Context: an optimization exercise on an open-source flow, tuned for small area, a short achievable clock period and few clock cycles. The choices shown serve that exercise and are no tape-out recipe. At most, simulation tests tie the RTL to the original design; equivalence was not proved. No activity file was given, so power comes from the tool's default toggle rates.

Design lorenc, start of the top module:
module lorenc (
    input  wire        clk,
    input  wire        rst,
    input  wire        op_valid,
    input  wire [1:0]  op_code,
    input  wire [7:0]  op_start,
    input  wire [8:0]  op_src_len,
    output wire        busy,
    output reg         done,
    output reg  [1:0]  status,
    input  wire        en,
    input  wire        tp_present,
    input  wire        ok,
    input  wire        tx_empty,
    output reg  [7:0]  tx_data,
    output reg         tx_valid,
    output reg         tx_last,
    output wire [8:0]  src_addr,
    output reg         src_re,
    input  wire [7:0]  src_data,
    input  wire        cfg_we,
    input  wire [1:0]  cfg_idx,
    input  wire [20:0] cfg_wdata,
    input  wire [2:0]  cfg_count,
    output reg         hb_req,
    output reg         log_evt,
    output reg  [2:0]  fault,
    output wire [8:0]  total,
    input  wire [7:0]  occ_idx,
    output wire        occ_bit
);
Settings: LEC_CHECK=0, CAP_MARGIN=20, CORE_MARGIN=2, CORE_UTILIZATION=55, CTS_CLUSTER_DIAMETER=100, CTS_CLUSTER_SIZE=20, PLACE_DENSITY=0.7, SETUP_SLACK_MARGIN=5.0, SLEW_MARGIN=20, SYNTH_HIERARCHICAL=1; clock period 10.0 ns.
run.sh (not shown) runs the stock make flow with config.mk's settings and CLKGATE_MAP_FILE= SYNTH_SCRIPT=/design/flow/synth_recipe.tcl, a recipe that flattens the netlist after the stock synthesis.
Testbench counts at the start, summed over its fixed seeds: cycles 58,479.
Rerun with:
Settings changed: SETUP_SLACK_MARGIN 5.0 to 4.7.
Effect: Clock-buffer cell count increases by 5; design area barely changes; wire length barely changes; critical path depth does not change; global-route usage stays flat; die area stays the same; utilization hardly moves; sequential power stays flat; sequential share of layout area hardly moves; via count increases by about 0.33%; final cell count hardly moves.

Another version of the RTL of lorenc (not shown whole).
For scale: about 5200 cells after synthesis, roughly 110 I/O pins, about 71000 um^2 of cells after synthesis.
clock: 10.0 ns
lec_check: 0
cap_margin: 20
core_margin: 2
core_utilization: 45
place_density: 0.6
setup_slack_margin: 4.5
slew_margin: 20
The baseline finished with timing, DRC and antenna clean.
Then changed:
- SETUP_SLACK_MARGIN: 4.5 -> unset
The new run completed with no timing, DRC or antenna violations.
Synthesized cell count stays the same.
Synthesized area is unchanged.
Worst hold slack improved by 0.012 ns.
Design area drops by about 0.7%.
Core utilization drops by 0.36 points.
Critical path depth drops by 1.
Routed wire length drops by about 0.3%.
Cell count drops by about 0.43%.
Function was not checked in any run of this note: the RTL went through the layout flow alone.

Another version of the RTL of lorenc (not shown whole).
For scale: ~5,400 cells after synthesis, ~2,000 flip-flops, ~110 I/O pins, ~71,000 um2 of cells after synthesis.
Settings: LEC_CHECK=0, CAP_MARGIN=20, CORE_MARGIN=2, CORE_UTILIZATION=45, PLACE_DENSITY=0.6, SETUP_SLACK_MARGIN=4.7, SLEW_MARGIN=20; clock period 10.0 ns.
Testbench counts at the start, summed over its fixed seeds: cycles 58,479.
Edit:
--- a/flow/config.mk
+++ b/flow/config.mk
@@ -10,0 +11 @@
+export CTS_BUF_LIST = sky130_fd_sc_hd__clkbuf_8
Clock power decreases by 6.6%.
Power drops by 2.8%.
Fmax barely changes.
Die area stays the same.
Critical path depth does not change.
Final area stays flat.
Count of clock-buffer cells in the layout came out higher by 126.
Global-route usage is higher by 0.20 points.
Setup slack degrades by 0.018 ns.
Non-clock buffer count is lower by 1.
Combinational power hardly moves.

Another version of the RTL of lorenc (not shown whole).
Size: ~110 I/O pins, about 68000 µm² of cells after synthesis.
## lorenc
module lorenc (
    input  wire        clk,
    input  wire        rst,
    input  wire        op_valid,
    input  wire [1:0]  op_code,
    input  wire [7:0]  op_start,
    input  wire [8:0]  op_src_len,
    output wire        busy,
    output reg         done,
    output reg  [1:0]  status,
    input  wire        en,
    input  wire        tp_present,
    input  wire        ok,
    input  wire        tx_empty,
    output reg  [7:0]  tx_data,
    output reg         tx_valid,
    output reg         tx_last,
    output wire [8:0]  src_addr,
    output reg         src_re,
    input  wire [7:0]  src_data,
    input  wire        cfg_we,
    input  wire [1:0]  cfg_idx,
    input  wire [20:0] cfg_wdata,
    input  wire [2:0]  cfg_count,
    output reg         hb_req,
    output reg         log_evt,
    output reg  [2:0]  fault,
    output wire [8:0]  total,
    input  wire [7:0]  occ_idx,
    output wire        occ_bit
);
Settings: LEC_CHECK=0, CAP_MARGIN=20, CORE_MARGIN=2, CORE_UTILIZATION=55, CTS_CLUSTER_DIAMETER=100, CTS_CLUSTER_SIZE=20, PLACE_DENSITY=0.7, SETUP_SLACK_MARGIN=4.3, SLEW_MARGIN=20, SYNTH_HIERARCHICAL=1; clock period 10.0 ns.
Testbench counts at the start, summed over its fixed seeds: cycles 58,479.
Rerun with:
Settings changed: CORE_UTILIZATION 55 to 45, PLACE_DENSITY 0.7 to 0.6, SETUP_SLACK_MARGIN 4.3 to 4.7.
Via count is lower by 0.62%.
First-iteration DRC count is lower by 4.6%.
Non-clock buffer count is higher by 3.
Utilization is lower by 11 points.
Hold slack gets worse by 0.024 ns.
Combinational power is higher by about 3%.
Critical path depth is higher by 1.
Rerun with:
Settings changed: CORE_UTILIZATION 45 to 55, PLACE_DENSITY 0.6 to 0.7.
- critical path depth fell by 1
- die area fell by about a fifth
- worst setup slack improved by 0.0099 ns
- design area decreases slightly
- area after synthesis is unchanged
- fmax hardly moves

Another version of the RTL of lorenc (not shown whole).
Size in the first run: about 2000 flip-flops, ~110 I/O pins.
Design lorenc, start of the top module:
module lorenc (
    input  wire        clk,
    input  wire        rst,
    input  wire        op_valid,
    input  wire [1:0]  op_code,
    input  wire [7:0]  op_start,
    input  wire [8:0]  op_src_len,
    output wire        busy,
    output reg         done,
    output reg  [1:0]  status,
    input  wire        en,
    input  wire        tp_present,
    input  wire        ok,
    input  wire        tx_empty,
    output reg  [7:0]  tx_data,
    output reg         tx_valid,
    output reg         tx_last,
    output wire [8:0]  src_addr,
    output reg         src_re,
    input  wire [7:0]  src_data,
    input  wire        cfg_we,
    input  wire [1:0]  cfg_idx,
    input  wire [20:0] cfg_wdata,
    input  wire [2:0]  cfg_count,
    output reg         hb_req,
    output reg         log_evt,
    output reg  [2:0]  fault,
    output wire [8:0]  total,
    input  wire [7:0]  occ_idx,
    output wire        occ_bit
);
clock: 10.0 ns
lec_check: 0
cap_margin: 20
core_margin: 2
core_utilization: 45
place_density: 0.6
slew_margin: 20
Testbench counts at the start, summed over its fixed seeds: cycles 58,493.
Then changed:
- CORE_UTILIZATION: 45 -> 25
- PLACE_DENSITY: 0.6 -> 0.45
Result: Power rose by 3.0%. Setup slack loses 0.097 ns. Wire length rises by 13%. Area after synthesis stays the same. Via count goes up by 0.76%. Combinational power climbs by about 2%. Cell count came out higher by 22%. Critical path depth stays the same. Worst hold slack barely changes.

## re-timing with driven ports
The flow's constraints put no driver on any port. The routed layouts listed below were extracted and timed again, unchanged, in two steps. Step 1, drivers: a clkbuf_16 drives clk and a buf_2 each remaining input, both assumed. Step 2, shift: input delay + t, output delay - t, t = (earliest + latest rising clock arrival at the registers) / 2. This alone moves slack from input paths to output paths. a / b / c = ideal ports / drivers / drivers and shift; a / b = the first two.
run | shift t [ns] | setup WS [ns] | pins driven straight from the clock port
the first run of note 1 | 0.767 | 4.377 / 4.349 / 4.349 | 1
the second run of note 1 | 0.786 | 4.390 / 4.333 / 4.333 | 1
the first run of note 2 | 0.877 | 3.126 / 2.954 / 2.954 | 1
the second run of note 2 | 0.879 | 1.992 / 1.858 / 1.858 | 1
the first run of note 3 | 0.885 | 3.632 / 3.599 / 3.599 | 1
the second run of note 3 | 1.011 | 3.614 / 3.578 / 3.578 | 1
the first run of note 4 | 0.777 | 4.334 / 4.309 / 4.126 | 1
the second run of note 4 | 0.814 | 4.434 / 4.358 / 4.358 | 1
the third run of note 4 | 0.799 | 4.444 / 4.396 / 4.396 | 1
the first run of note 5 | 0.905 | 2.566 / 2.472 / 2.472 | 1
the second run of note 5 | 0.914 | 2.469 / 2.295 / 2.295 | 1
After both steps setup and hold are still met in every run listed. The setup slack of the first run of note 4, which loses most, moves by -0.025 ns with the drivers and by -0.208 ns with both steps.
